Background: an optimization exercise with open tools, aiming at small area, a short achievable clock period and few clock cycles per item. Do not read the settings as production practice. In this exercise RTL edits were held to simulation tests only and were not proved equivalent to the original. No activity file was given, so power comes from the tool's default toggle rates.

// comlynx_arbiter
module comlynx_arbiter (
    input  wire        clk,
    input  wire        rst,         
    input  wire        cmd_valid,
    output reg         cmd_ready,
    input  wire [31:0] cmd_data,
    input  wire        cmd_last,
    output reg         rsp_valid,
    input  wire        rsp_ready,
    output wire [15:0] rsp_data
);
    localparam NN  = 24;
    localparam [4:0] C_NONE    = 5'd0,
                     C_CONF    = 5'd1,
                     C_CONFM   = 5'd2,
                     C_SETIE   = 5'd3,
                     C_SEND    = 5'd4,
                     C_RECV    = 5'd5,
                     C_BRK     = 5'd6,
                     C_RXRDY   = 5'd7,
                     C_TXRDY   = 5'd8,
                     C_TXEMPTY = 5'd9,
                     C_RXBRK   = 5'd10,
                     C_IRQ     = 5'd11,
                     C_SERCTL  = 5'd12,
                     C_HFRM    = 5'd13,
                     C_HOVR    = 5'd14,
                     C_HPAR    = 5'd15,
                     C_HANY    = 5'd16,
                     C_RSTERR  = 5'd17,
                     C_PE      = 5'd18,
                     C_PO      = 5'd19,
                     C_P       = 5'd20,
                     C_CHK     = 5'd21;
    integer i;
    reg          cfg_configured, cfg_enabled, cfg_even;
    reg [2:0]    fault;
    reg [NN-1:0] n_ovr, n_par, n_brk, n_rxie, n_txie;
    reg [5:0]    rp [0:NN-1];           
    reg [5:0]    head, tail;
    reg [4:0]    b_snd [0:31];
    reg [7:0]    b_pay [0:31];
    reg [31:0]   b_xp;                  
  ...
export LEC_CHECK = 0
export CAP_MARGIN = 20
export CORE_MARGIN = 2
export CORE_UTILIZATION = 40
export SLEW_MARGIN = 20
create_clock -name core_clock -period 10.0 [get_ports {clk}]
standard.sh (not shown) runs the stock make flow with config.mk's settings and CLKGATE_MAP_FILE= SYNTH_SCRIPT=/design/flow/synth_recipe.tcl, a recipe that flattens the netlist after the stock synthesis.
==> flow/flow/run.sh <==
#!/bin/bash
set -euo pipefail
MARGIN=${MARGIN:-6.5}
bash standard.sh SETUP_SLACK_MARGIN=$MARGIN finish > flow_make.log 2>&1
Testbench counts at the start, summed over its fixed seeds: cycles 12,829, cmds 12,000.
Change:
==> flow/flow/run.sh (replaced) <==
#!/bin/bash
set -euo pipefail
bash standard.sh SETUP_SLACK_MARGIN=7.0 finish > flow_make.log 2>&1
--- a/flow/config.mk
+++ b/flow/config.mk
@@ -9,3 +9,4 @@
 export CORE_MARGIN = 2
 export CORE_UTILIZATION = 40
+export CTS_BUF_LIST = sky130_fd_sc_hd__clkbuf_8
 export SLEW_MARGIN = 20
=>
- die area is unchanged
- non-clock buffer count goes up by 261
- first-iteration DRC count goes up by about a fifth
- worst setup slack gets better by 190 ps
- total power goes down slightly
- final area goes up by roughly a tenth
- clock-buffer cell count goes up by 37

* * *

Another version of the RTL of comlynx_arbiter (not shown whole).
Size in the first run: roughly 860 flip-flops.
==> flow/config.mk <==
export PLATFORM = sky130hd
export DESIGN_NAME = comlynx_arbiter
export DESIGN_NICKNAME = comlynx_arbiter
export VERILOG_FILES = /design/flow/design.v
export SDC_FILE = /design/flow/constraint.sdc
export NUM_CORES = 4
export LEC_CHECK = 0
export CAP_MARGIN = 20
export CORE_MARGIN = 2
export CORE_UTILIZATION = 40
export SLEW_MARGIN = 20
==> flow/constraint.sdc <==
create_clock -name core_clock -period 10.0 [get_ports {clk}]
set_input_delay 2.0000 -clock core_clock [delete_from_list [all_inputs] [get_ports {clk}]]
set_output_delay 2.0000 -clock core_clock [all_outputs]
set_load 0.01 [all_outputs]
==> flow/flow/run.sh <==
#!/bin/bash
set -euo pipefail
bash standard.sh SETUP_SLACK_MARGIN=6.75 finish > flow_make.log 2>&1
The starting point produced a clean layout.
Testbench counts at the start, summed over its fixed seeds: cycles 12,829, cmds 12,000.
Edit:
==> flow/flow/run.sh (replaced) <==
#!/bin/bash
set -euo pipefail
bash standard.sh SETUP_SLACK_MARGIN=7.0 finish > flow_make.log 2>&1
--- a/flow/config.mk
+++ b/flow/config.mk
@@ -10,2 +10,3 @@
 export CORE_UTILIZATION = 40
+export CTS_BUF_LIST = sky130_fd_sc_hd__clkbuf_8
 export SLEW_MARGIN = 20
=> The changed run went through all stages and came out clean; cell area rises by 4.2%; flip-flop and latch count does not change; area after synthesis stays the same; routed wire length rises by 6.8%; total power falls by 1.9%; count of clock-buffer cells in the layout rises by 31; clock power falls by 9.4%; first-iteration DRC count rises by 6.6%.

* * *

Starting RTL as in the previous note.
## comlynx_arbiter
module comlynx_arbiter (
    input  wire        clk,
    input  wire        rst,         
    input  wire        cmd_valid,
    output reg         cmd_ready,
    input  wire [31:0] cmd_data,
    input  wire        cmd_last,
    output reg         rsp_valid,
    input  wire        rsp_ready,
    output wire [15:0] rsp_data
);
Settings: LEC_CHECK=0, CAP_MARGIN=20, CORE_MARGIN=2, CORE_UTILIZATION=40, CTS_BUF_LIST=sky130_fd_sc_hd__clkbuf_8, SLEW_MARGIN=20; clock period 10.0 ns.
==> flow/flow/run.sh <==
#!/bin/bash
set -euo pipefail
bash standard.sh SETUP_SLACK_MARGIN=6.25 finish > flow_make.log 2>&1
The starting point completed without violations.
Testbench counts at the start, summed over its fixed seeds: cycles 12,829, cmds 12,000.
Then changed:
==> flow/flow/run.sh (replaced) <==
#!/bin/bash
set -euo pipefail
bash standard.sh SETUP_SLACK_MARGIN=6.75 finish > flow_make.log 2>&1
Settings changed: PLACE_DENSITY set to 0.7.
Core utilization is higher by 3.2 points.
Global-route usage rose by 1.6 points.
Clock power stays flat.
Via count rises by 7.6%.
Non-clock buffer count goes up by 179.
Total power is higher by 3.0%.
Wire length climbs by 9.0%.
Cell area climbs by 6.9%.
Clock skew rose by 0.019 ns.

* * *

comlynx_arbiter again, from the RTL that the note above started with.
Design comlynx_arbiter, start of the top module:
module comlynx_arbiter (
    input  wire        clk,
    input  wire        rst,         
    input  wire        cmd_valid,
    output reg         cmd_ready,
    input  wire [31:0] cmd_data,
    input  wire        cmd_last,
    output reg         rsp_valid,
    input  wire        rsp_ready,
    output wire [15:0] rsp_data
);
==> flow/config.mk <==
export PLATFORM = sky130hd
export DESIGN_NAME = comlynx_arbiter
export DESIGN_NICKNAME = comlynx_arbiter
export VERILOG_FILES = /design/flow/design.v
export SDC_FILE = /design/flow/constraint.sdc
export NUM_CORES = 4
export LEC_CHECK = 0
export CAP_MARGIN = 20
export CORE_MARGIN = 2
export CORE_UTILIZATION = 40
export CTS_BUF_LIST = sky130_fd_sc_hd__clkbuf_8
export CTS_CLUSTER_DIAMETER = 45
export CTS_CLUSTER_SIZE = 20
export SLEW_MARGIN = 20
==> flow/constraint.sdc <==
create_clock -name core_clock -period 10.0 [get_ports {clk}]
set_input_delay 2.0000 -clock core_clock [delete_from_list [all_inputs] [get_ports {clk}]]
set_output_delay 2.0000 -clock core_clock [all_outputs]
set_load 0.01 [all_outputs]
==> flow/flow/run.sh <==
#!/bin/bash
set -euo pipefail
bash standard.sh SETUP_SLACK_MARGIN=6.75 finish > flow_make.log 2>&1
Testbench counts at the start, summed over its fixed seeds: cycles 12,829, cmds 12,000.
==> next run, changes <==
==> flow/flow/run.sh (replaced) <==
#!/bin/bash
set -euo pipefail
bash standard.sh SETUP_SLACK_MARGIN=6.5 finish > flow_make.log 2>&1
CTS_CLUSTER_DIAMETER = not set   (was 45)
CTS_CLUSTER_SIZE = not set   (was 20)
Outcome: Power stays flat; synthesized area stays the same; critical path depth stays the same; wire length is lower by 3.8%; hold slack got worse by 3.8 ps; design area went down by 3.1%.

port drivers added, routing unchanged:
No port has a modelled driver above. Below, the same layouts with a new extraction and two added sets of constraints. Step 1 sets driving cells, clkbuf_16 on the clock port and buf_2 on the other inputs (assumed; they add their load-dependent delay and slew). Step 2 times the ports against the registers' clock, not the clock port: input delays grow and output delays shrink by t, the midpoint of the rising clock arrivals with the driver on. Three values: ideal, step 1, step 2; two values: the first two.
run | shift t [ns] | slack for setup (ns) | worst hold slack (ns) | worst data-port slew with drivers (ns)
the first run of note 1 | 0.742 | 6.396 / 6.317 / 5.575 | 0.454 / 0.454 / 0.454 | 0.15
the second run of note 1 | 0.914 | 6.589 / 6.444 / 5.530 | 0.455 / 0.455 / 0.455 | 0.43
the first run of note 2 | 0.754 | 6.550 / 6.516 / 5.762 | 0.465 / 0.465 / 0.465 | 0.27
the second run of note 2 | 0.922 | 6.624 / 6.617 / 5.773 | 0.462 / 0.462 / 0.462 | 0.15
the first run of note 3 | 0.907 | 6.247 / 6.247 / 5.498 | 0.470 / 0.470 / 0.470 | 0.06
the second run of note 3 | 0.904 | 6.577 / 6.577 / 5.674 | 0.461 / 0.461 / 0.461 | 0.17
the first run of note 4 | 0.839 | 6.598 / 6.613 / 5.774 | 0.470 / 0.470 / 0.470 | 0.15
the second run of note 4 | 0.931 | 6.433 / 6.464 / 5.533 | 0.466 / 0.466 / 0.466 | 0.14
After both steps setup and hold are still met in every run listed. The setup slack of the second run of note 1, which loses most, moves by -0.145 ns with the drivers and by -1.059 ns with both steps.
